Source: an optimization exercise on an open RTL-to-GDS flow (aim: small area, a short achievable clock period and few clock cycles). Production flows keep margins and buffers that such runs may drop. In this exercise RTL edits were held to simulation tests only and were not proved equivalent to the original. Power is estimated from default activity; no workload was simulated.

--- design/flow/run.sh ---
#!/bin/bash
# synth_recipe.tcl (not shown) runs the flow's synth.tcl, then flattens the netlist and writes it again
# the make line also repeats each setting of config.mk as NAME=value (left out here)
make -C /OpenROAD-flow-scripts/flow DESIGN_CONFIG=/design/flow/config.mk WORK_HOME=/design/flow/orfs CLKGATE_MAP_FILE= SYNTH_SCRIPT=/design/flow/synth_recipe.tcl finish
--- design/flow/config.mk ---
export PLATFORM = sky130hd
export DESIGN_NAME = eadogm_core
export DESIGN_NICKNAME = eadogm_core
export VERILOG_FILES = /design/flow/design.v
export SDC_FILE = /design/flow/constraint.sdc
export NUM_CORES = 4
export LEC_CHECK = 0
export CAP_MARGIN = 50
export CORE_MARGIN = 2
export CORE_UTILIZATION = 40
export PLACE_DENSITY = 0.6
export SLEW_MARGIN = 50
--- design/flow/constraint.sdc ---
create_clock -name core_clock -period 12.0 [get_ports {clk}]
set_input_delay 2.4000 -clock core_clock [delete_from_list [all_inputs] [get_ports {clk}]]
set_output_delay 2.4000 -clock core_clock [all_outputs]
set_load 0.01 [all_outputs]
--- design/flow/design.v ---
module eadogm_sin_rom (
    input  wire [6:0] index,
    output reg  [6:0] data
);
    always @(*) begin
        case (index)
            7'd0: data = 7'd0;
            7'd1: data = 7'd2;
            7'd2: data = 7'd3;
            7'd3: data = 7'd5;
            7'd4: data = 7'd6;
            7'd5: data = 7'd8;
            7'd6: data = 7'd9;
            7'd7: data = 7'd11;
            7'd8: data = 7'd12;
            7'd9: data = 7'd14;
            7'd10: data = 7'd16;
            7'd11: data = 7'd17;
            7'd12: data = 7'd19;
            7'd13: data = 7'd20;
            7'd14: data = 7'd22;
            7'd15: data = 7'd23;
            7'd16: data = 7'd24;
            7'd17: data = 7'd26;
            7'd18: data = 7'd27;
            7'd19: data = 7'd29;
            7'd20: data = 7'd30;
            7'd21: data = 7'd32;
            7'd22: data = 7'd33;
            7'd23: data = 7'd34;
            7'd24: data = 7'd36;
            7'd25: data = 7'd37;
            7'd26: data = 7'd38;
            7'd27: data = 7'd39;
            7'd28: data = 7'd41;
            7'd29: data = 7'd42;
            7'd30: data = 7'd43;
            7'd31: data = 7'd44;
            7'd32: data = 7'd45;
            7'd33: data = 7'd46;
            7'd34: data = 7'd47;
            7'd35: data = 7'd48;
            7'd36: data = 7'd49;
            7'd37: data = 7'd50;
            7'd38: data = 7'd51;
            7'd39: data = 7'd52;
            7'd40: data = 7'd53;
            7'd41: data = 7'd54;
            7'd42: data = 7'd55;
            7'd43: data = 7'd56;
            7'd44: data = 7'd56;
            7'd45: data = 7'd57;
            7'd46: data = 7'd58;
            7'd47: data = 7'd59;
            7'd48: data = 7'd59;
            7'd49: data = 7'd60;
            7'd50: data = 7'd60;
            7'd51: data = 7'd61;
            7'd52: data = 7'd61;
            7'd53: data = 7'd62;
            7'd54: data = 7'd62;
            7'd55: data = 7'd62;
            7'd56: data = 7'd63;
            7'd57: data = 7'd63;
            7'd58: data = 7'd63;
            7'd59: data = 7'd64;
            7'd60: data = 7'd64;
            7'd61: data = 7'd64;
            7'd62: data = 7'd64;
            7'd63: data = 7'd64;
            7'd64: data = 7'd64;
            7'd65: data = 7'd64;
            7'd66: data = 7'd64;
            7'd67: data = 7'd64;
            7'd68: data = 7'd64;
            7'd69: data = 7'd64;
            7'd70: data = 7'd63;
            7'd71: data = 7'd63;
            7'd72: data = 7'd63;
            7'd73: data = 7'd62;
            7'd74: data = 7'd62;
            7'd75: data = 7'd62;
            7'd76: data = 7'd61;
            7'd77: data = 7'd61;
            7'd78: data = 7'd60;
            7'd79: data = 7'd60;
            7'd80: data = 7'd59;
            7'd81: data = 7'd59;
            7'd82: data = 7'd58;
            7'd83: data = 7'd57;
            7'd84: data = 7'd56;
            7'd85: data = 7'd56;
            7'd86: data = 7'd55;
            7'd87: data = 7'd54;
            7'd88: data = 7'd53;
            7'd89: data = 7'd52;
            7'd90: data = 7'd51;
            7'd91: data = 7'd50;
            7'd92: data = 7'd49;
            7'd93: data = 7'd48;
            7'd94: data = 7'd47;
            7'd95: data = 7'd46;
            7'd96: data = 7'd45;
            7'd97: data = 7'd44;
            7'd98: data = 7'd43;
            7'd99: data = 7'd42;
            7'd100: data = 7'd41;
            7'd101: data = 7'd39;
            7'd102: data = 7'd38;
            7'd103: data = 7'd37;
            7'd104: data = 7'd36;
            7'd105: data = 7'd34;
            7'd106: data = 7'd33;
            7'd107: data = 7'd32;
            7'd108: data = 7'd30;
            7'd109: data = 7'd29;
            7'd110: data = 7'd27;
            7'd111: data = 7'd26;
            7'd112: data = 7'd24;
            7'd113: data = 7'd23;
            7'd114: data = 7'd22;
            7'd115: data = 7'd20;
            7'd116: data = 7'd19;
            7'd117: data = 7'd17;
            7'd118: data = 7'd16;
            7'd119: data = 7'd14;
            7'd120: data = 7'd12;
            7'd121: data = 7'd11;
            7'd122: data = 7'd9;
            7'd123: data = 7'd8;
            7'd124: data = 7'd6;
            7'd125: data = 7'd5;
            7'd126: data = 7'd3;
            7'd127: data = 7'd2;
            default: data = 7'd0;
        endcase
    end
endmodule
module eadogm_glyph_rom (
    input  wire [6:0]  index,
    output reg  [34:0] data
);
    always @(*) begin
        case (index)
            7'd0: data[20:0] = 21'h0;
            7'd1: data[20:0] = 21'h17C000;
            7'd2: data[20:0] = 21'h380;
            7'd3: data[20:0] = 21'h53F94;
            7'd4: data[20:0] = 21'h1FD524;
            7'd5: data[20:0] = 21'h209A3;
            7'd6: data[20:0] = 21'h1564B6;
            7'd7: data[20:0] = 21'hC280;
            7'd8: data[20:0] = 21'h88E00;
            7'd9: data[20:0] = 21'h8A080;
            7'd10: data[20:0] = 21'h71508;
            7'd11: data[20:0] = 21'hF8408;
            7'd12: data[20:0] = 21'hC2800;
            7'd13: data[20:0] = 21'h20408;
            7'd14: data[20:0] = 21'h183000;
            7'd15: data[20:0] = 21'h20820;
            7'd16: data[20:0] = 21'h1268BE;
            7'd17: data[20:0] = 21'h1FE100;
            7'd18: data[20:0] = 21'h1470C2;
            7'd19: data[20:0] = 21'h1160A1;
            7'd20: data[20:0] = 21'h48A18;
            7'd21: data[20:0] = 21'h1162A7;
            7'd22: data[20:0] = 21'h12653C;
            7'd23: data[20:0] = 21'h27881;
            7'd24: data[20:0] = 21'h1264B6;
            7'd25: data[20:0] = 21'h126486;
            7'd26: data[20:0] = 21'hD9B00;
            7'd27: data[20:0] = 21'hDAB00;
            7'd28: data[20:0] = 21'h50400;
            7'd29: data[20:0] = 21'h50A14;
            7'd30: data[20:0] = 21'h51141;
            7'd31: data[20:0] = 21'h144082;
            7'd32: data[20:0] = 21'h1E64B2;
            7'd33: data[20:0] = 21'h448FE;
            7'd34: data[20:0] = 21'h1264FF;
            7'd35: data[20:0] = 21'h1060BE;
            7'd36: data[20:0] = 21'h1060FF;
            7'd37: data[20:0] = 21'h1264FF;
            7'd38: data[20:0] = 21'h244FF;
            7'd39: data[20:0] = 21'h1060BE;
            7'd40: data[20:0] = 21'h2047F;
            7'd41: data[20:0] = 21'h1FE080;
            7'd42: data[20:0] = 21'h106020;
            7'd43: data[20:0] = 21'h5047F;
            7'd44: data[20:0] = 21'h10207F;
            7'd45: data[20:0] = 21'h1017F;
            7'd46: data[20:0] = 21'h2027F;
            7'd47: data[20:0] = 21'h1060BE;
            7'd48: data[20:0] = 21'h244FF;
            7'd49: data[20:0] = 21'h1460BE;
            7'd50: data[20:0] = 21'h644FF;
            7'd51: data[20:0] = 21'h1264C6;
            7'd52: data[20:0] = 21'h1FC081;
            7'd53: data[20:0] = 21'h10203F;
            7'd54: data[20:0] = 21'h10101F;
            7'd55: data[20:0] = 21'h6107F;
            7'd56: data[20:0] = 21'h20A63;
            7'd57: data[20:0] = 21'h1E0203;
            7'd58: data[20:0] = 21'h1268E1;
            7'd59: data[20:0] = 21'h1FC000;
            7'd60: data[20:0] = 21'h20202;
            7'd61: data[20:0] = 21'h1FE0C1;
            7'd62: data[20:0] = 21'h4104;
            7'd63: data[20:0] = 21'h102040;
            7'd64: data[20:0] = 21'h8080;
            7'd65: data[20:0] = 21'h152A20;
            7'd66: data[20:0] = 21'h11247F;
            7'd67: data[20:0] = 21'h112238;
            7'd68: data[20:0] = 21'h112238;
            7'd69: data[20:0] = 21'h152A38;
            7'd70: data[20:0] = 21'h27F08;
            7'd71: data[20:0] = 21'h150A08;
            7'd72: data[20:0] = 21'h1047F;
            7'd73: data[20:0] = 21'h1F6200;
            7'd74: data[20:0] = 21'h112020;
            7'd75: data[20:0] = 21'h43F80;
            7'd76: data[20:0] = 21'h1FE080;
            7'd77: data[20:0] = 21'h6027C;
            7'd78: data[20:0] = 21'h1047C;
            7'd79: data[20:0] = 21'h112238;
            7'd80: data[20:0] = 21'h50A7C;
            7'd81: data[20:0] = 21'h50A08;
            7'd82: data[20:0] = 21'h1047C;
            7'd83: data[20:0] = 21'h152A48;
            7'd84: data[20:0] = 21'h111F84;
            7'd85: data[20:0] = 21'h10203C;
            7'd86: data[20:0] = 21'h10101C;
            7'd87: data[20:0] = 21'hC203C;
            7'd88: data[20:0] = 21'h41444;
            7'd89: data[20:0] = 21'h14280C;
            7'd90: data[20:0] = 21'h153244;
            7'd91: data[20:0] = 21'hD8400;
            7'd92: data[20:0] = 21'h1FC000;
            7'd93: data[20:0] = 21'hDA080;
            7'd94: data[20:0] = 21'hA8408;
            7'd95: data[20:0] = 21'hA8E08;
            default: data[20:0] = 21'h0;
        endcase
    end
    always @(*) begin
        case (index)
            7'd0: data[34:21] = 14'h0;
            7'd1: data[34:21] = 14'h0;
            7'd2: data[34:21] = 14'h7;
            7'd3: data[34:21] = 14'hA7F;
            7'd4: data[34:21] = 14'h92A;
            7'd5: data[34:21] = 14'h3164;
            7'd6: data[34:21] = 14'h2822;
            7'd7: data[34:21] = 14'h0;
            7'd8: data[34:21] = 14'h41;
            7'd9: data[34:21] = 14'h1C;
            7'd10: data[34:21] = 14'h42A;
            7'd11: data[34:21] = 14'h408;
            7'd12: data[34:21] = 14'h0;
            7'd13: data[34:21] = 14'h408;
            7'd14: data[34:21] = 14'h0;
            7'd15: data[34:21] = 14'h104;
            7'd16: data[34:21] = 14'h1F45;
            7'd17: data[34:21] = 14'h40;
            7'd18: data[34:21] = 14'h2349;
            7'd19: data[34:21] = 14'h18CB;
            7'd20: data[34:21] = 14'h87F;
            7'd21: data[34:21] = 14'h1CC5;
            7'd22: data[34:21] = 14'h1849;
            7'd23: data[34:21] = 14'h185;
            7'd24: data[34:21] = 14'h1B49;
            7'd25: data[34:21] = 14'hF29;
            7'd26: data[34:21] = 14'h0;
            7'd27: data[34:21] = 14'h0;
            7'd28: data[34:21] = 14'h20A2;
            7'd29: data[34:21] = 14'hA14;
            7'd30: data[34:21] = 14'h8;
            7'd31: data[34:21] = 14'h309;
            7'd32: data[34:21] = 14'h1F41;
            7'd33: data[34:21] = 14'h3F11;
            7'd34: data[34:21] = 14'h1B49;
            7'd35: data[34:21] = 14'h1141;
            7'd36: data[34:21] = 14'hE22;
            7'd37: data[34:21] = 14'h20C9;
            7'd38: data[34:21] = 14'h81;
            7'd39: data[34:21] = 14'h1951;
            7'd40: data[34:21] = 14'h3F88;
            7'd41: data[34:21] = 14'h41;
            7'd42: data[34:21] = 14'hBF;
            7'd43: data[34:21] = 14'h20A2;
            7'd44: data[34:21] = 14'h2040;
            7'd45: data[34:21] = 14'h3F82;
            7'd46: data[34:21] = 14'h3F90;
            7'd47: data[34:21] = 14'h1F41;
            7'd48: data[34:21] = 14'h309;
            7'd49: data[34:21] = 14'h2F21;
            7'd50: data[34:21] = 14'h2329;
            7'd51: data[34:21] = 14'h18C9;
            7'd52: data[34:21] = 14'h81;
            7'd53: data[34:21] = 14'h1FC0;
            7'd54: data[34:21] = 14'hFA0;
            7'd55: data[34:21] = 14'h3FA0;
            7'd56: data[34:21] = 14'h3194;
            7'd57: data[34:21] = 14'h184;
            7'd58: data[34:21] = 14'h21C5;
            7'd59: data[34:21] = 14'h20C1;
            7'd60: data[34:21] = 14'h1010;
            7'd61: data[34:21] = 14'h0;
            7'd62: data[34:21] = 14'h202;
            7'd63: data[34:21] = 14'h2040;
            7'd64: data[34:21] = 14'h4;
            7'd65: data[34:21] = 14'h3C54;
            7'd66: data[34:21] = 14'h1C44;
            7'd67: data[34:21] = 14'h1044;
            7'd68: data[34:21] = 14'h3FC8;
            7'd69: data[34:21] = 14'hC54;
            7'd70: data[34:21] = 14'h101;
            7'd71: data[34:21] = 14'h1E54;
            7'd72: data[34:21] = 14'h3C04;
            7'd73: data[34:21] = 14'h40;
            7'd74: data[34:21] = 14'h3D;
            7'd75: data[34:21] = 14'h2228;
            7'd76: data[34:21] = 14'h40;
            7'd77: data[34:21] = 14'h3C04;
            7'd78: data[34:21] = 14'h3C04;
            7'd79: data[34:21] = 14'h1C44;
            7'd80: data[34:21] = 14'h414;
            7'd81: data[34:21] = 14'h3E18;
            7'd82: data[34:21] = 14'h404;
            7'd83: data[34:21] = 14'h1054;
            7'd84: data[34:21] = 14'h1040;
            7'd85: data[34:21] = 14'h3E20;
            7'd86: data[34:21] = 14'hE20;
            7'd87: data[34:21] = 14'h1E40;
            7'd88: data[34:21] = 14'h2228;
            7'd89: data[34:21] = 14'h1E50;
            7'd90: data[34:21] = 14'h224C;
            7'd91: data[34:21] = 14'h41;
            7'd92: data[34:21] = 14'h0;
            7'd93: data[34:21] = 14'h8;
            7'd94: data[34:21] = 14'h41C;
            7'd95: data[34:21] = 14'h408;
            default: data[34:21] = 14'h0;
        endcase
    end
endmodule
module eadogm_core (
    input  wire        clk,
    input  wire        rst,
    input  wire        cmd_valid,
    output wire        cmd_ready,
    input  wire [63:0] cmd_word,
    output wire [2:0]  err,
    output wire [3:0]  cur_page,
    output wire [6:0]  cur_col,
    output wire [7:0]  ret,
    output reg         mem_en,
    output reg         mem_we,
    output reg  [9:0]  mem_addr,
    output reg  [7:0]  mem_wdata,
    input  wire [7:0]  mem_rdata
);
    localparam [7:0] MODE_SET   = 8'h73;
    localparam [7:0] MODE_CLEAR = 8'h63;
    localparam [3:0] S_IDLE  = 4'd0;
    localparam [3:0] S_SEG   = 4'd1;
    localparam [3:0] S_WALK  = 4'd2;
    localparam [3:0] S_MUL1  = 4'd3;
    localparam [3:0] S_DIV   = 4'd4;
    localparam [3:0] S_PRIME = 4'd5;
    localparam [3:0] S_TEXT  = 4'd6;
    localparam [3:0] S_LF    = 4'd7;
    localparam [3:0] S_DRAIN = 4'd8;
    localparam [3:0] S_MUL2  = 4'd9;
    localparam [3:0] S_STEPS = 4'd10;
    localparam [3:0] S_DRS   = 4'd11;
    localparam [3:0] S_DEC   = 4'd12;
    function [12:0] rca;
        input [11:0] x;
        input [11:0] y;
        input        ci;
        integer i;
        reg c;
        begin
            c = ci;
            for (i = 0; i < 12; i = i + 1) begin
                rca[i] = x[i] ^ y[i] ^ c;
                c = (x[i] & y[i]) | (c & (x[i] ^ y[i]));
            end
            rca[12] = c;
        end
    endfunction
    function [6:0] inc7;
        input [6:0] x;
        reg [12:0] s;
        begin s = rca({5'd0, x}, 12'd0, 1'b1); inc7 = s[6:0]; end
    endfunction
    function [6:0] dec7;
        input [6:0] x;
        reg [12:0] s;
        begin s = rca({5'd0, x}, {5'd0, 7'h7F}, 1'b0); dec7 = s[6:0]; end
    endfunction
    function ge8;
        input [7:0] x;
        input [7:0] y;
        reg [12:0] s;
        begin s = rca({4'd0, x}, {4'd0, ~y}, 1'b1); ge8 = s[8]; end
    endfunction
    reg [3:0]  state;
    reg [3:0]  state_n;        
    reg        ready_q;        
    reg [2:0]  err_q;
    reg [3:0]  page_q;
    reg [6:0]  col_q;
    reg [7:0]  ret_q;
    assign cmd_ready = ready_q;
    assign err       = err_q;
    assign cur_page  = page_q;
    assign cur_col   = col_q;
    assign ret       = ret_q;
    wire [7:0] w_op = cmd_word[7:0];
    wire [7:0] b0   = cmd_word[15:8];
    wire [7:0] b1   = cmd_word[23:16];
    wire [7:0] b2   = cmd_word[31:24];
    wire [7:0] b3   = cmd_word[39:32];
    wire [7:0] b4   = cmd_word[47:40];
    wire [7:0] b5   = cmd_word[55:48];
    wire [7:0] b6   = cmd_word[63:56];
    wire op_pix    = (w_op == 8'h01);
    wire op_point  = (w_op == 8'h02);
    wire op_hline  = (w_op == 8'h03);
    wire op_vline  = (w_op == 8'h04);
    wire op_line   = (w_op == 8'h05);
    wire op_rect   = (w_op == 8'h06);
    wire op_arc    = (w_op == 8'h07);
    wire op_putc   = (w_op == 8'h08);
    wire op_setpg  = (w_op == 8'h09);
    wire op_setcol = (w_op == 8'h0A);
    wire op_putcat = (w_op == 8'h0B);
    wire op_draw   = op_pix | op_point | op_hline | op_vline | op_line | op_rect | op_arc;
    wire [3:0] op4 = w_op[3:0];
    reg [7:0] w_t, w_m;
    always @(*) begin
        case (op4)
            4'h2:        begin w_t = b2;   w_m = b3; end
            4'h3, 4'h4:  begin w_t = b3;   w_m = b4; end
            4'h5, 4'h6:  begin w_t = b4;   w_m = b5; end
            4'h7:        begin w_t = b5;   w_m = b6; end
            default:     begin w_t = 8'd0; w_m = b2; end
        endcase
    end
    wire w_tbad = (w_t[7:1] != 7'd0);
    wire w_mset = (w_m == MODE_SET);
    wire w_mbad = !w_mset && (w_m != MODE_CLEAR);
    reg [7:0] w_x1, w_y1, w_x2, w_y2;
    always @(*) begin
        case (op4)
            4'h3:    begin w_x1 = b0; w_y1 = b2; w_x2 = b1; w_y2 = b2; end    
            4'h4:    begin w_x1 = b0; w_y1 = b1; w_x2 = b0; w_y2 = b2; end    
            4'h5:    begin w_x1 = b0; w_y1 = b1; w_x2 = b2; w_y2 = b3; end    
            4'h6:    begin w_x1 = b0; w_y1 = b1; w_x2 = b2; w_y2 = b1; end    
            default: begin w_x1 = b1; w_y1 = b0; w_x2 = b1; w_y2 = b0; end    
        endcase
    end
    reg [7:0] a0, a1, a2, a3;
    reg       is_rect, is_arc;
    reg       thick;
    reg       mset;            
    reg [1:0] side;            
    reg       seg_pend;        
    reg       p2_valid;        
    reg [7:0] sx1, sx2;
    reg [6:0] sy1, sy2;
    reg              prev_ok;               
    wire y1_bad = sy1[6];
    wire x1_bad = sx1[7];
    wire y2_bad = sy2[6];
    wire x2_bad = sx2[7];
    wire [2:0] chk_code = y1_bad ? 3'd1 : x1_bad ? 3'd2 : y2_bad ? 3'd1 : x2_bad ? 3'd2 : 3'd0;
    wire       chk_ok   = !(y1_bad | x1_bad | y2_bad | x2_bad);
    wire [6:0] ux1 = sx1[6:0];
    wire [6:0] uy1 = {1'b0, sy1[5:0]};
    wire [6:0] ux2 = sx2[6:0];
    wire [6:0] uy2 = {1'b0, sy2[5:0]};
    wire [7:0] ddx  = {1'b0, ux2} - {1'b0, ux1};
    wire [7:0] ddy  = {1'b0, uy2} - {1'b0, uy1};
    wire [6:0] ndx  = ux1 - ux2;
    wire [6:0] ndy  = uy1 - uy2;
    reg  [6:0] adx, ady;
    reg        xneg, yneg2;                    
    reg        pre_ok;
    wire [7:0] dxy  = {1'b0, adx} - {1'b0, ady};
    wire [6:0] dyx  = ady - adx;
    wire       setup_steep = dxy[7];           
    wire [6:0] minx = xneg  ? ux2 : ux1;
    wire [6:0] maxx = xneg  ? ux1 : ux2;
    wire [6:0] miny = yneg2 ? uy2 : uy1;
    wire [6:0] maxy = yneg2 ? uy1 : uy2;
    wire [6:0] sbn  = xneg  ? uy2 : uy1;       
    wire [6:0] sbs  = yneg2 ? ux2 : ux1;       
    wire       setup_swap = setup_steep ? yneg2 : xneg;
    wire       s_yneg = xneg ^ yneg2;
    wire [6:0] sa1  = setup_steep ? miny : minx;
    wire [6:0] sa2  = setup_steep ? maxy : maxx;
    wire [6:0] sb1  = setup_steep ? sbs : sbn;
    wire [6:0] sdy  = setup_steep ? adx : ady;
    wire [6:0] sdxy = setup_steep ? dyx : dxy[6:0];    
    wire       seg_same   = (ux1 == ux2) && (uy1 == uy2);
    wire       setup_vert = (ux1 == ux2) && (uy1 != uy2);
    wire       s_skipf = is_arc & prev_ok & !setup_swap;
    wire       s_skipl = is_arc & prev_ok & setup_swap;
    wire signed [8:0] e1n  = $signed({3'b000, adx[6:1]}) - $signed({2'b00, ady});
    wire signed [8:0] e1s  = $signed({3'b000, ady[6:1]}) - $signed({2'b00, adx});
    wire signed [8:0] e1np = $signed({3'b000, adx[6:1]}) + $signed({1'b0, dxy});
    wire signed [8:0] e1sp = $signed({3'b000, ady[6:1]}) + $signed({2'b00, dyx});
    wire       e1n_neg = e1n[8];
    wire       e1s_neg = e1s[8];
    wire [6:0] wyn1 = e1n_neg ? (s_yneg ? dec7(sbn) : inc7(sbn)) : sbn;
    wire [6:0] wys1 = e1s_neg ? (s_yneg ? dec7(sbs) : inc7(sbs)) : sbs;
    wire signed [8:0] s_e0 = setup_steep ? {3'b000, ady[6:1]} : {3'b000, adx[6:1]};
    wire signed [8:0] s_e1 = setup_steep ? (e1s_neg ? e1sp : e1s) : (e1n_neg ? e1np : e1n);
    wire [6:0] s_wy1  = setup_steep ? wys1 : wyn1;
    wire [6:0] s_wx1  = setup_steep ? inc7(miny) : inc7(minx);
    wire [6:0] s_wxe1 = setup_steep ? dec7(maxy) : dec7(maxx);
    wire seg_avail = is_arc ? p2_valid : seg_pend;
    reg  [7:0] nx;                  
    reg  [6:0] ny;
    reg        p3_valid;
    reg  [7:0] qx;                  
    reg  [6:0] qy;
    reg        p4_valid;
    reg [7:0] rx1, ry1, rx2, ry2;
    always @(*) begin
        case (side)
            2'd0:    begin rx1 = a0; ry1 = a3; rx2 = a2; ry2 = a3; end    
            2'd1:    begin rx1 = a0; ry1 = a1; rx2 = a0; ry2 = a3; end    
            default: begin rx1 = a2; ry1 = a1; rx2 = a2; ry2 = a3; end    
        endcase
    end
    reg [6:0]        wx, wxe, wy, wdy, wdxy;
    reg signed [8:0] werr;
    reg              steep, vert, yneg, wfirst;
    reg [4:0]        wdone;
    wire [6:0] prow = steep ? wx : wy;
    wire [6:0] pcol = steep ? wy : wx;
    wire [2:0] pg   = prow[5:3];
    wire       page_last = (wxe[5:3] == wx[5:3]);
    wire       is_last = vert ? page_last : (wx == wxe);
    wire [7:0] bit_r = 8'd1 << prow[2:0];
    wire [7:0] run_m = (8'hFF << wx[2:0]) & (8'hFF >> (page_last ? ~wxe[2:0] : 3'd0));
    wire [7:0] row_m = vert ? run_m : bit_r;
    wire [6:0] rowm = dec7(prow);
    wire [6:0] rowp = inc7(wxe);             
    wire [6:0] colm = dec7(pcol);
    wire [6:0] colp = inc7(pcol);
    reg [4:0] wvec;
    always @(*) begin
        wvec[0] = 1'b1;
        wvec[1] = thick & (steep ? (pcol != 7'd0)   : ((prow[2:0] == 3'd0) && (prow != 7'd0)));
        wvec[2] = thick & (steep ? (pcol != 7'd127) : ((prow[2:0] == 3'd7) && (prow != 7'd63)));
        wvec[3] = thick & wfirst  & (steep ? (prow != 7'd0)  : (pcol != 7'd0));
        wvec[4] = thick & is_last & (steep ? (wxe != 7'd63) : (pcol != 7'd127));
    end
    wire [4:0] wpend = wvec & ~wdone;
    wire [4:0] wsel  = wpend & (~wpend + 5'd1);
    wire [4:0] wmore = wpend & ~wsel;
    reg [9:0] w_addr;
    reg [7:0] w_mask;
    always @(*) begin
        w_addr = {pg, pcol};
        w_mask = (thick & !steep) ? (bit_r | {bit_r[6:0], 1'b0} | {1'b0, bit_r[7:1]}) : row_m;
        if (wsel[1]) begin
            if (steep) begin w_addr = {pg, colm}; w_mask = row_m; end
            else       begin w_addr = {rowm[5:3], pcol}; w_mask = 8'h80; end
        end
        if (wsel[2]) begin
            if (steep) begin w_addr = {pg, colp}; w_mask = row_m; end
            else       begin w_addr = {pg + 3'd1, pcol}; w_mask = 8'h01; end
        end
        if (wsel[3]) begin
            if (steep) begin w_addr = {rowm[5:3], pcol}; w_mask = 8'd1 << rowm[2:0]; end
            else       begin w_addr = {pg, colm}; w_mask = bit_r; end
        end
        if (wsel[4]) begin
            if (steep) begin w_addr = {rowp[5:3], pcol}; w_mask = 8'd1 << rowp[2:0]; end
            else       begin w_addr = {pg, colp}; w_mask = bit_r; end
        end
    end
    wire [8:0]  err_sub_s = werr - {2'b00, wdy};
    wire [8:0]  err_add_s = werr + {2'b00, wdxy};
    wire        err_neg   = err_sub_s[8];
    wire [6:0]  wx_inc    = inc7(wx);
    wire [6:0]  wy_step   = yneg ? dec7(wy) : inc7(wy);
    reg [8:0]  dw;             
    reg [16:0] acc;            
    reg [11:0] stp;            
    reg [8:0]  dq;             
    reg [9:0]  dr;             
    reg [3:0]  cnt;
    reg [8:0]  aq;             
    reg [9:0]  arem;           
    reg        adv_ok;         
    reg        fin;            
    reg [2:0]  sp;             
    reg [6:0]  mag_q;
    reg        neg_q;
    wire [14:0] prod_q = acc[14:0];
    wire        negp_q = acc[15];
    wire [8:0]  w_dw = (b4 > b3) ? ({1'b0, b4} - {1'b0, b3}) : (9'd256 - {1'b0, b3} + {1'b0, b4});
    wire [12:0] mul1_s = rca({2'd0, acc[16:7]}, {4'd0, dw[7] ? a2 : 8'd0}, 1'b0);
    reg  [9:0]  d201;
    always @(*) begin
        case (acc[1:0])
            2'd0:    d201 = 10'd0;
            2'd1:    d201 = 10'd201;
            2'd2:    d201 = 10'd402;
            default: d201 = 10'd603;
        endcase
    end
    wire [9:0]  mul2_s = {2'd0, stp[11:4]} + d201;
    wire [9:0]  steps  = stp[9:0];
    wire [10:0] div_t  = {dr, dw[4'd8 - cnt]};
    wire [11:0] div_s  = {1'b0, div_t} - {2'b00, steps};
    wire        div_ge = !div_s[11];
    wire [12:0] drs_s  = rca({2'd0, dr}, ~{2'd0, steps}, 1'b1);
    wire [11:0] arem_a = {2'd0, arem} + {2'd0, dr};
    wire [11:0] arem_b = {2'd0, arem} + stp;              
    wire        arem_ge = !arem_b[11];
    wire [8:0]  aq_dq  = aq + dq;
    wire [8:0]  aq_dq1 = aq + dq + 9'd1;
    wire [7:0]  ang_dq  = a3 + dq[7:0];
    wire [7:0]  ang_dq1 = a3 + dq[7:0] + 8'd1;
    wire [8:0]  aq_nx  = arem_ge ? aq_dq1 : aq_dq;
    wire [7:0]  ang_nx = arem_ge ? ang_dq1 : ang_dq;
    wire [6:0] sin_idx = sp[0] ? {~a3[6], a3[5:0]} : a3[6:0];
    wire [6:0] sin_mag;
    eadogm_sin_rom u_sin_rom (.index(sin_idx), .data(sin_mag));
    wire       cos_neg = a3[7] ^ a3[6];
    wire [14:0] prod  = a2 * mag_q;
    wire [9:0]  pt    = {1'b0, prod_q[14:6]};
    wire [7:0]  ccent = (sp == 3'd3) ? a0 : a1;
    wire [9:0]  smp_v = {2'd0, ccent} + (negp_q ? ~pt : pt) + {9'd0, negp_q & (prod_q[5:0] == 6'd0)};
    wire [7:0]  smp_x = {smp_v[9] | (smp_v[8:7] != 2'd0), smp_v[6:0]};
    wire [6:0]  smp_y = {smp_v[9] | (smp_v[8:6] != 3'd0), smp_v[5:0]};
    wire [6:0] tcode  = wdxy;         
    wire [6:0] tg     = {tcode[6:5] - 2'd1, tcode[4:0]};    
    wire [2:0] tpage  = wy[2:0];
    wire [6:0] tcol   = wx;
    wire [2:0] tshift = wxe[2:0];
    wire [2:0] tk     = wdy[2:0];
    wire       tspill = wfirst;
    wire [34:0] glyph_word;
    eadogm_glyph_rom u_glyph_rom (.index(tg), .data(glyph_word));
    reg  [6:0]  glyph_byte;
    always @(*) begin
        case (tk)
            3'd0:    glyph_byte = glyph_word[6:0];
            3'd1:    glyph_byte = glyph_word[13:7];
            3'd2:    glyph_byte = glyph_word[20:14];
            3'd3:    glyph_byte = glyph_word[27:21];
            default: glyph_byte = glyph_word[34:28];
        endcase
    end
    wire [14:0] gshift = {8'd0, glyph_byte} << tshift;
    wire [7:0]  t_mask = tspill ? {1'b0, gshift[14:8]} : gshift[7:0];
    wire [12:0] tcol_s = rca({5'd0, tcol}, {9'd0, tk}, 1'b0);
    wire [9:0]  t_addr = {tspill ? (tpage + 3'd1) : tpage, tcol_s[6:0]};
    wire [3:0] norm_page  = (page_q == 4'd8) ? 4'd0 : page_q;
    wire       col_wrap   = (col_q > 7'd121);
    wire [3:0] wrap_page  = col_wrap ? (norm_page + 4'd1) : norm_page;
    wire [3:0] glyph_page = (wrap_page == 4'd8) ? 4'd0 : wrap_page;
    wire [6:0] glyph_col  = col_wrap ? 7'd0 : col_q;
    wire [12:0] gcol6_s   = rca({5'd0, glyph_col}, 12'd6, 1'b0);
    reg        d_putc, d_setpg, d_setcol, d_putcat, d_draw;
    reg        tbad_q, mbad_q;
    wire       d_arc = is_arc;
    wire char0_bad = (a0[7:5] == 3'd0) || a0[7];
    wire char2_bad = (a2[7:5] == 3'd0) || a2[7];
    wire is_lf      = (a0 == 8'h0A);
    wire putc_glyph = d_putc && !is_lf && !char0_bad;
    wire setpg_ok   = d_setpg && (a0[7:3] == 5'd0);
    wire setcol_ok  = d_setcol && !ge8(a0, 8'd121);
    wire putcat_ok  = d_putcat && !ge8(a0, 8'd57) && !ge8(a1, 8'd121) && !char2_bad;
    wire draw_ok    = d_draw && !tbad_q && !mbad_q;
    reg  [2:0] dec_err;
    always @(*) begin
        dec_err = 3'd0;
        if (d_draw) dec_err = tbad_q ? 3'd5 : mbad_q ? 3'd4 : 3'd0;
        if (d_putc && !is_lf && char0_bad) dec_err = 3'd6;
        if (d_setpg && !setpg_ok) dec_err = 3'd3;
        if (d_setcol && !setcol_ok) dec_err = 3'd2;
        if (d_putcat) dec_err = ge8(a0, 8'd57) ? 3'd1 : ge8(a1, 8'd121) ? 3'd2 : char2_bad ? 3'd6 : 3'd0;
        if (!(d_draw | d_putc | d_setpg | d_setcol | d_putcat)) dec_err = 3'd7;
    end
    reg        ib_valid;
    reg [9:0]  ib_addr;
    reg [7:0]  ib_mask;
    reg [3:0]  cv, crd;
    reg [9:0]  ca0, ca1, ca2, ca3;
    reg [7:0]  cm0, cm1, cm2, cm3;
    reg [1:0]  head, rp, tail;
    reg [2:0]  count;
    reg        rd_p1, rd_p2;    
    wire [9:0] ca_head = (head == 2'd0) ? ca0 : (head == 2'd1) ? ca1 : (head == 2'd2) ? ca2 : ca3;
    wire [7:0] cm_head = (head == 2'd0) ? cm0 : (head == 2'd1) ? cm1 : (head == 2'd2) ? cm2 : cm3;
    wire [9:0] ca_rp   = (rp == 2'd0) ? ca0 : (rp == 2'd1) ? ca1 : (rp == 2'd2) ? ca2 : ca3;
    wire [3:0] head_oh = 4'd1 << head;
    wire [3:0] rp_oh   = 4'd1 << rp;
    wire [3:0] tail_oh = 4'd1 << tail;
    wire       retire_rd = rd_p2;
    wire [7:0] newdata   = mset ? (mem_rdata | cm_head) : (mem_rdata & ~cm_head);
    wire       wr_need   = retire_rd && (newdata != mem_rdata);
    wire       dwrite    = !rd_p2 && (rp == head) && (|(head_oh & cv & ~crd)) &&
                           (|(head_oh & {&cm3, &cm2, &cm1, &cm0}));
    wire       retire    = retire_rd | dwrite;
    wire       ib_zero   = (ib_mask == 8'd0);
    wire [3:0] hit_vec   = cv & ~(retire_rd ? head_oh : 4'd0) &
                           {ca3 == ib_addr, ca2 == ib_addr, ca1 == ib_addr, ca0 == ib_addr};
    wire       hit       = |hit_vec;
    wire       ib_take   = ib_valid && (ib_zero || hit || (count != 3'd4));
    wire       alloc     = ib_valid && !ib_zero && !hit && (count != 3'd4);
    wire       buf_free  = !ib_valid || (count != 3'd4);
    wire       rp_ready  = |(rp_oh & cv & ~crd);
    wire       slot_free = !dwrite && (state != S_LF);
    wire       rd_pre    = slot_free && rp_ready;
    wire       byp_pre   = slot_free && alloc && (rp == tail);
    wire       do_read   = rd_pre && !wr_need;
    wire       byp_read  = byp_pre && !wr_need;
    wire       alt_en    = (state == S_LF) || dwrite || rd_pre || byp_pre;
    wire       alt_we    = (state == S_LF) || dwrite;
    wire [9:0] alt_addr  = (state == S_LF) ? {tpage, tcol} : dwrite ? ca_head : rd_pre ? ca_rp : ib_addr;
    wire [7:0] alt_wdata = {8{mset && (state != S_LF)}};
    wire [2:0] count_nx  = count + {2'd0, alloc} - {2'd0, retire};
    reg        g_emit;
    reg [9:0]  g_addr;
    reg [7:0]  g_mask;
    always @(*) begin
        g_emit = 1'b0;
        g_addr = w_addr;
        g_mask = w_mask;
        if (state == S_WALK) begin
            g_emit = 1'b1;
        end else if (state == S_TEXT) begin
            g_emit = 1'b1;
            g_addr = t_addr;
            g_mask = t_mask;
        end
    end
    wire g_go = !g_emit || buf_free;    
    wire walk_end = (state == S_WALK) && buf_free && (wmore == 5'd0) && is_last;
    wire seg_go   = ((state == S_SEG) || walk_end) && seg_avail && pre_ok;
    wire p2_consume = (seg_go && is_arc) || ((state == S_PRIME) && p2_valid);
    wire p3_take    = p3_valid && (!p2_valid || p2_consume);
    wire p4_take    = p4_valid && !p3_valid;                  
    wire q_busy     = p3_valid || p4_valid;
    wire sxy_wr     = (ready_q && cmd_valid) || seg_go ||
                      ((state == S_PRIME) && p2_valid) || p3_take;
    wire seg_draw = chk_ok && !(is_arc && prev_ok && seg_same);
    always @(posedge clk) begin
        if (rst) begin
            cv       <= 4'd0;
            crd      <= 4'd0;
            head     <= 2'd0;
            rp       <= 2'd0;
            tail     <= 2'd0;
            count    <= 3'd0;
            rd_p1    <= 1'b0;
            rd_p2    <= 1'b0;
            ib_valid <= 1'b0;
            mem_en   <= 1'b0;
            mem_we   <= 1'b0;
        end else begin
            rd_p1 <= do_read | byp_read;
            rd_p2 <= rd_p1;
            count <= count_nx;
            mem_en    <= wr_need | alt_en;
            mem_we    <= wr_need | alt_we;
            mem_addr  <= wr_need ? ca_head : alt_addr;
            mem_wdata <= wr_need ? newdata : alt_wdata;
            if (hit_vec[0] && ib_valid && !ib_zero) cm0 <= cm0 | ib_mask;
            if (hit_vec[1] && ib_valid && !ib_zero) cm1 <= cm1 | ib_mask;
            if (hit_vec[2] && ib_valid && !ib_zero) cm2 <= cm2 | ib_mask;
            if (hit_vec[3] && ib_valid && !ib_zero) cm3 <= cm3 | ib_mask;
            if (alloc) begin
                case (tail)
                    2'd0: begin ca0 <= ib_addr; cm0 <= ib_mask; end
                    2'd1: begin ca1 <= ib_addr; cm1 <= ib_mask; end
                    2'd2: begin ca2 <= ib_addr; cm2 <= ib_mask; end
                    default: begin ca3 <= ib_addr; cm3 <= ib_mask; end
                endcase
                tail <= tail + 2'd1;
            end
            if (do_read | byp_read | dwrite) rp <= rp + 2'd1;
            if (retire) head <= head + 2'd1;
            cv  <= (cv & ~(retire ? head_oh : 4'd0)) | (alloc ? tail_oh : 4'd0);
            crd <= (crd & ~(retire ? head_oh : 4'd0) & ~(alloc ? tail_oh : 4'd0)) |
                   (do_read ? rp_oh : 4'd0) | (byp_read ? tail_oh : 4'd0);
            if (g_emit && buf_free) begin
                ib_valid <= 1'b1;
                ib_addr  <= g_addr;
                ib_mask  <= g_mask;
            end else if (ib_take) begin
                ib_valid <= 1'b0;
            end
        end
    end
    always @(posedge clk) begin
        if (rst) begin
            state    <= S_IDLE;
            ready_q  <= 1'b1;
            err_q    <= 3'd0;
            page_q   <= 4'd0;
            col_q    <= 7'd0;
            ret_q    <= 8'd0;
            sp       <= 3'd0;
            p2_valid <= 1'b0;
            p3_valid <= 1'b0;
            p4_valid <= 1'b0;
            seg_pend <= 1'b0;
            pre_ok   <= 1'b0;
        end else begin
            state_n = state;
            adx    <= ddx[7] ? ndx : ddx[6:0];
            ady    <= ddy[7] ? ndy : ddy[6:0];
            xneg   <= ddx[7];
            yneg2  <= ddy[7];
            pre_ok <= !sxy_wr;
            if (p3_take) begin
                sx2      <= nx;
                sy2      <= ny;
                p2_valid <= 1'b1;
            end else if (p2_consume) begin
                p2_valid <= 1'b0;
            end
            if (p4_take) begin
                nx       <= qx;
                ny       <= qy;
                p3_valid <= 1'b1;
                p4_valid <= 1'b0;
            end else if (p3_take) begin
                p3_valid <= 1'b0;
            end
            if (sp == 3'd1) begin
                mag_q <= sin_mag;
                neg_q <= cos_neg;
                sp    <= 3'd2;
            end else if (sp == 3'd2) begin
                if (adv_ok) begin
                    acc[15:0] <= {neg_q, prod};
                    mag_q <= sin_mag;
                    neg_q <= a3[7];
                    aq    <= aq_nx;
                    a3    <= ang_nx;
                    arem  <= arem_ge ? arem_b[9:0] : arem_a[9:0];
                    fin   <= (aq == dw);
                    sp    <= 3'd3;
                end
            end else if (sp == 3'd3) begin
                if (!p4_valid || !p3_valid) begin    
                    qx    <= smp_x;
                    acc[15:0] <= {neg_q, prod};
                    mag_q <= sin_mag;
                    neg_q <= cos_neg;
                    sp    <= 3'd4;
                end
            end else if (sp == 3'd4) begin
                qy       <= smp_y;
                p4_valid <= 1'b1;
                acc[15:0] <= {neg_q, prod};
                mag_q    <= sin_mag;
                neg_q    <= a3[7];
                aq       <= aq_nx;
                a3       <= ang_nx;
                arem     <= arem_ge ? arem_b[9:0] : arem_a[9:0];
                fin      <= (aq == dw);
                sp       <= fin ? 3'd0 : 3'd3;
            end
            if (seg_go) begin
                if (is_arc) begin
                    sx1      <= sx2;
                    sy1      <= sy2;
                    prev_ok  <= chk_ok;
                end else if (is_rect && side != 2'd3) begin
                    side <= side + 2'd1;
                    sx1 <= rx1; sy1 <= {ry1[7:6] != 2'd0, ry1[5:0]};
                    sx2 <= rx2; sy2 <= {ry2[7:6] != 2'd0, ry2[5:0]};
                end else begin
                    seg_pend <= 1'b0;
                end
                if (!chk_ok && err_q == 3'd0) err_q <= chk_code;
                steep <= setup_steep;
                vert  <= setup_vert;
                wxe   <= s_skipl ? s_wxe1 : sa2;
                wdy   <= sdy;
                wdxy  <= sdxy;
                yneg  <= s_yneg;
                wdone <= 5'd0;
                if (s_skipf) begin
                    wfirst <= 1'b0;
                    wx     <= s_wx1;
                    wy     <= s_wy1;
                    werr   <= s_e1;
                end else begin
                    wfirst <= 1'b1;
                    wx     <= sa1;
                    wy     <= sb1;
                    werr   <= s_e0;
                end
            end
            case (state)
                S_IDLE: begin
                    if (cmd_valid) begin
                        a0 <= b0; a1 <= b1; a2 <= b2; a3 <= b3;
                        d_putc   <= op_putc;
                        d_setpg  <= op_setpg;
                        d_setcol <= op_setcol;
                        d_putcat <= op_putcat;
                        d_draw   <= op_draw;
                        tbad_q   <= w_tbad;
                        mbad_q   <= w_mbad;
                        is_rect  <= op_rect;
                        is_arc   <= op_arc;
                        thick    <= w_t[0];
                        mset     <= w_mset | !op_draw;
                        side     <= 2'd0;
                        prev_ok  <= 1'b0;
                        seg_pend <= 1'b1;
                        dw       <= w_dw;
                        sx1 <= w_x1; sy1 <= {w_y1[7:6] != 2'd0, w_y1[5:0]};
                        sx2 <= w_x2; sy2 <= {w_y2[7:6] != 2'd0, w_y2[5:0]};
                        state_n = S_DEC;
                    end
                end
                S_DEC: begin
                    acc    <= 17'd0;
                    cnt    <= 4'd0;
                    aq     <= 9'd0;
                    arem   <= 10'd0;
                    adv_ok <= 1'b0;
                    wdxy   <= d_putc ? a0[6:0] : a2[6:0];
                    wdy    <= 7'd0;
                    wfirst <= 1'b0;
                    wxe    <= {4'd0, d_putc ? 3'd0 : a0[2:0]};
                    wy     <= {4'd0, !d_putc ? a0[5:3] : is_lf ? norm_page[2:0] : glyph_page[2:0]};
                    wx     <= !d_putc ? a1[6:0] : is_lf ? col_q : glyph_col;
                    err_q  <= dec_err;
                    sp     <= 3'd0;
                    if (d_putc)                 ret_q  <= a0;
                    if (putc_glyph | setpg_ok)  page_q <= d_putc ? glyph_page : a0[3:0];
                    if (putc_glyph | setcol_ok) col_q  <= d_putc ? gcol6_s[6:0] : a0[6:0];
                    if (draw_ok)                     state_n = d_arc ? S_MUL1 : S_SEG;
                    else if (d_putc && is_lf)        state_n = S_LF;
                    else if (putc_glyph | putcat_ok) state_n = S_TEXT;
                    else                             state_n = S_IDLE;
                end
                S_MUL1: begin
                    cnt <= cnt + 4'd1;
                    if (cnt == 4'd0) begin
                        mag_q <= dw[6:0];
                    end else if (cnt == 4'd1) begin
                        acc <= {2'b00, prod};
                    end else begin
                        acc   <= dw[8] ? {1'b0, a2, 8'd0} : {mul1_s[9:0], acc[6:0]};
                        stp   <= 12'd0;
                        cnt   <= 4'd0;
                        sp    <= 3'd1;          
                        state_n = S_MUL2;
                    end
                end
                S_MUL2: begin
                    stp <= {mul2_s[9:2], mul2_s[1:0], stp[3:2]};
                    acc <= {2'b00, acc[16:2]};
                    cnt <= cnt + 4'd1;
                    if (cnt == 4'd8) state_n = S_STEPS;
                end
                S_STEPS: begin
                    if (stp[9:0] == 10'd0) stp <= 12'd1;
                    dr    <= 10'd0;
                    dq    <= 9'd0;
                    cnt   <= 4'd0;
                    state_n = S_DIV;
                end
                S_DIV: begin
                    dr  <= div_ge ? div_s[9:0] : div_t[9:0];
                    dq  <= {dq[7:0], div_ge};
                    cnt <= cnt + 4'd1;
                    if (cnt == 4'd8) state_n = S_DRS;
                end
                S_DRS: begin
                    stp    <= drs_s[11:0];
                    adv_ok <= 1'b1;
                    state_n  = S_PRIME;
                end
                S_PRIME: begin
                    if (p2_valid) begin
                        sx1 <= sx2;
                        sy1 <= sy2;
                        state_n = S_SEG;
                    end
                end
                S_SEG: begin
                    if (seg_avail) begin
                        if (seg_go && seg_draw) state_n = S_WALK;
                    end else if (!is_arc || (sp == 3'd0 && !q_busy)) begin
                        state_n = S_DRAIN;
                    end
                end
                S_WALK: begin
                    if (buf_free) begin
                        if (wmore != 5'd0) begin
                            wdone <= wdone | wsel;
                        end else if (is_last) begin
                            if (!seg_avail && !(is_arc && (sp != 3'd0 || q_busy))) state_n = S_DRAIN;
                            else if (!(seg_go && seg_draw))                        state_n = S_SEG;
                        end else begin
                            wdone  <= 5'd0;
                            wfirst <= 1'b0;
                            if (vert) begin
                                wx <= {wx[6:3] + 4'd1, 3'b000};
                            end else begin
                                wx <= wx_inc;
                                if (err_neg) begin
                                    wy   <= wy_step;
                                    werr <= err_add_s[8:0];
                                end else begin
                                    werr <= err_sub_s[8:0];
                                end
                            end
                        end
                    end
                end
                S_TEXT: begin
                    if (g_go) begin
                        if (!tspill && tshift != 3'd0) begin
                            wfirst <= 1'b1;
                        end else begin
                            wfirst <= 1'b0;
                            wdy    <= {4'd0, tk + 3'd1};
                            if (tk == 3'd4) state_n = S_DRAIN;
                        end
                    end
                end
                S_LF: begin
                    wx <= wx_inc;
                    if (tcol == 7'd127) begin
                        page_q <= {1'b0, tpage} + 4'd1;
                        col_q  <= 7'd0;
                        state_n  = S_DRAIN;
                    end
                end
                S_DRAIN: begin
                    if (!ib_valid && (count == 3'd0)) state_n = S_IDLE;
                end
                default: state_n = S_IDLE;
            endcase
            state   <= state_n;
            ready_q <= (state_n == S_IDLE);
        end
    end
endmodule
==> results by group <==
Status
  – Status: finished clean

Timing
  – Endpoints failing setup: 0
  – Clk_skew: 18.7 ps
  – Max Slew Vio Count: 0
  – Final Critical Period: 5150 ps
  – Max-slew headroom: 0.490
  – Fmax: 0.194 GHz
  – Final hold viol count: 0
  – Tcrit/Tclk final: 0.429
  – RSZ-0062 raised after global routing: no
  – Total negative slack: 0 ps
  – Final setup margin: 6850 ps
  – Worst slew pin tran: 763 ps

Worst hold path
  – Hold Path Sink: ny[3]
  – Worst Hold Path Cells: 0
  – Min-delay worst type: flop to flop
  – HP Start: qy[3]

Finish
  – Cell Count, Final, Fillers Out: 6215
  – # fillers: 10300
  – Nets: 5263
  – Reg area: 12300 um^2
  – Post-route cell area: 46000 um^2
  – Multi-input logic area: 27400 um^2
  – Fraction of layout cells with a size suffix above 1: 0.0670
  – Area Growth Syn to Fin: 10.0%

Worst setup path
  – Critical path class: flop to flop
  – WP data required: 12360 ps
  – Crit-path max FO: 12
  – Setup crit end kind: flop
  – Worst reg2reg path endpoint: acc[14]
  – R2r setup slk: 6850 ps
  – Critical path arrival: 5510 ps
  – Kind of launch point of the worst setup path: flop
  – Worst reg2reg path startpoint: a2[4]
  – Worst R2R Path Depth: 15

Synth
  – Syn Area/Cell: 8.59 um^2
  – Post-synth EDFFs: 373
  – Synth top area share: 0.268
  – Main combinational cell family by area after synthesis: compound AO/OA/AOI/OAI gates
  – Synth async-reset ratio: 0
  – Synthesized netlist net count: 5342
  – Cells after synthesis: 4869
  – Synth unique cells: 106
  – Synth Area in Compound Gates: 0.242
  – Top post-synthesis cells by area: edfxtp_1 27%, ha_1 9.8%, mux2i_1 4.8%
  – Synth Area in Adders: 0.131
  – Main synth FF type: edfxtp_1
  – Sequential-to-total area share from yosys stat: 0.295
  – Synth Area in XOR/XNOR: 0.0480
  – Simple-gate share of the synthesized area: 0.169
  – Mux share of post-synthesis cell area: 0.0570
  – Yosys reg bits: 430
  – Most common cell in the netlist: nand2_1
  – Cell taking the most area after synthesis: edfxtp_1
  – YS warnings: 3
  – Cell Area, Synth: 41800 um^2
  – Commonest cells post-synth: 438 x nand2_1, 391 x a21oi_1, 390 x nor2_1, 373 x edfxtp_1, 329 x ha_1

Routing
  – Post-route ant nets: 0
  – Vias per inst: 6.25
  – Starting DRT DRC Count: 4717
  – DRC viols: 0
  – Pre-antenna DRT Iters: 6
  – Vias: 38900
  – Final WL: 148000 um
  – Avg WL per Cell: 23.9 um

Flow run
  – Max-cap violations: 0

Floorplanning
  – IO Count: 118
  – Die ar.: 107000 um^2
  – Width of the die: 327 um
  – Core ar.: 104000 um^2
  – Die Y: 327 um
  – Starting density of the core: 0.403
  – Core Rows: 118

Power and ir drop
  – Power, Total: 6000 uW
  – Leak Pwr: 0.0175 uW
  – Pwr/cell area: 130 nW/um^2
  – Maximum VDD drop: 0.0901 mV

Global route
  – Initial antenna violation count: 4
  – Number of global-route vias before repair: 36700
  – GRT overflow: 0
  – Largest net degree at the start of global routing: 162
  – Total GRT Usage: 0.269
  – First-pass GRT wire length: 226000 um

CTS
  – Clock Pin Slew Worst Setup and Hold Paths: 60 ps
  – Worst-Skew Late Latency: 630 ps
  – Worst-case clock buffer depth: 3
  – Cts hold-fix bufs: 0
  – CTS H-Tree Depth: 2
  – TritonCTS Buffers: 51
  – CTS tree: done
  – Post-CTS sizing: 0
  – Clock root cell: clkbuf_16
  – Post-CTS setup buffers: 0
  – Sink Count: 430

Place
  – IO Port Bufs: 117
  – Post-DP Area: 44200 um^2
  – Placer Congestion: 1.00
  – Post-DP HPWL: 109000 um
  – Placed insts: 6115
  – Place WS: 6430 ps
## worst max-delay path by stage
stage	startpoint	endpoint	slack, ps	cells past startpoint
after global placement	cmd_word[3]	mbad_q	6280	10
after CTS	a2[4]	acc[14]	6890	15
after detailed placement	mem_rdata[5]	mem_addr[5]	6430	10
after floorplan	rst	ready_q	5010	5
after global routing	a2[4]	acc[14]	6540	17
final	a2[4]	acc[14]	6850	15
## flip-flops by register name (all words and copies together) (netlist names), 10 cells and up
name and count:
ca0 10, dr 10, acc 17, stp 12, ca3 10, ca1 10, ib_addr 10, mem_addr 10
ca2 10, arem 10
## placed cells by master (no fill, tap or decap), drive strengths merged, types with 69 or more instances in the layout
cell           instances
clkdlybuf4s50        116
nand3                102
nor3                 110
edfxtp               373
ha                   329
nor2b                104
fa                    69
nand2                438
o21ai                304
mux2i                200
inv                  265
clkbuf                78
xnor2                167
buf                   88
nor2                 391
a21oi                391
nand2b                77
a211oi                95
## cell families after synthesis
logic type      Yosys count
compound gates         1504
xor+xnor                229
mux                     225
simple gates           1474
buf+inv                 609
flops                   430
fa+ha+maj               398
## worst max-delay path: stages (launching register included)
cell	delay (ps)
edfxtp_1	680
and2_1	280
fa_1	510
inv_1	50
fa_1	490
fa_1	490
inv_1	50
fa_1	430
ha_1	330
a21boi_0	180
o41ai_1	420
o21ai_0	230
o41a_1	360
xnor2_1	150
o21ai_0	160
nand3_1	90
## per-stage QoR
step / utilization / hold WS, ps
2_1_floorplan: - / 400
3_3_place_gp: 0.425 / 400
3_5_place_dp: 0.427 / 405
4_1_cts: 0.443 / 408
5_1_grt: 0.444 / 420
6_report: 0.444 / 419
## cell type report
cell class / count / area share
Clock buffer: 78 / 0.0326
Timing Repair Buffer: 204 / 0.0405
Inverter: 273 / 0.0226
Antenna cell: 2 / 0.000109
Sequential cell: 430 / 0.268
Clock inverter: 18 / 0.00351
Tap cell: 1380 / 0.0375
Multi-Input combinational cell: 3830 / 0.595
## per-layer routing
| metal | vias up | global-route usage | wire, um |
|---|---|---|---|
| met2 | 1987 | 0.417 | 65700 |
| met1 | 18600 | 0.377 | 64000 |
| met4 | 4 | 0.0914 | 5400 |
| li1 | 17900 | - | - |
| met5 | - | 0 | 27 |
| met3 | 337 | 0.0457 | 13200 |
## report_power, final
group          internal [uW]  switching, uW
Combinational            991           1500
Clock                    904            672
Sequential              1760            161
Testbench counts, summed over its fixed seeds: cycles 250,700.

-- re-timing with driven ports --
The results above use ideal ports. As a check the final layout listed here was re-extracted and re-timed, cells and wires unchanged. Step 1, drivers: a clkbuf_16 drives clk and a buf_2 each remaining input, both assumed. Step 2 moves the port delays by t, midway between the first and last clock arrival at a register: inputs arrive t later, outputs are due t later. That takes back most of the time a late clock gives input paths. a / b / c = no drivers / after step 1 / after step 2; a / b = the first two.
t, ns: 0.692
setup slack, ns: 6.851 / 6.851 / 6.361
cell pins on the clock port's net: 1
After both steps setup and hold are still met in this run. For this run, drivers alone change the setup slack by 0.000 ns; drivers and shift together by -0.490 ns.
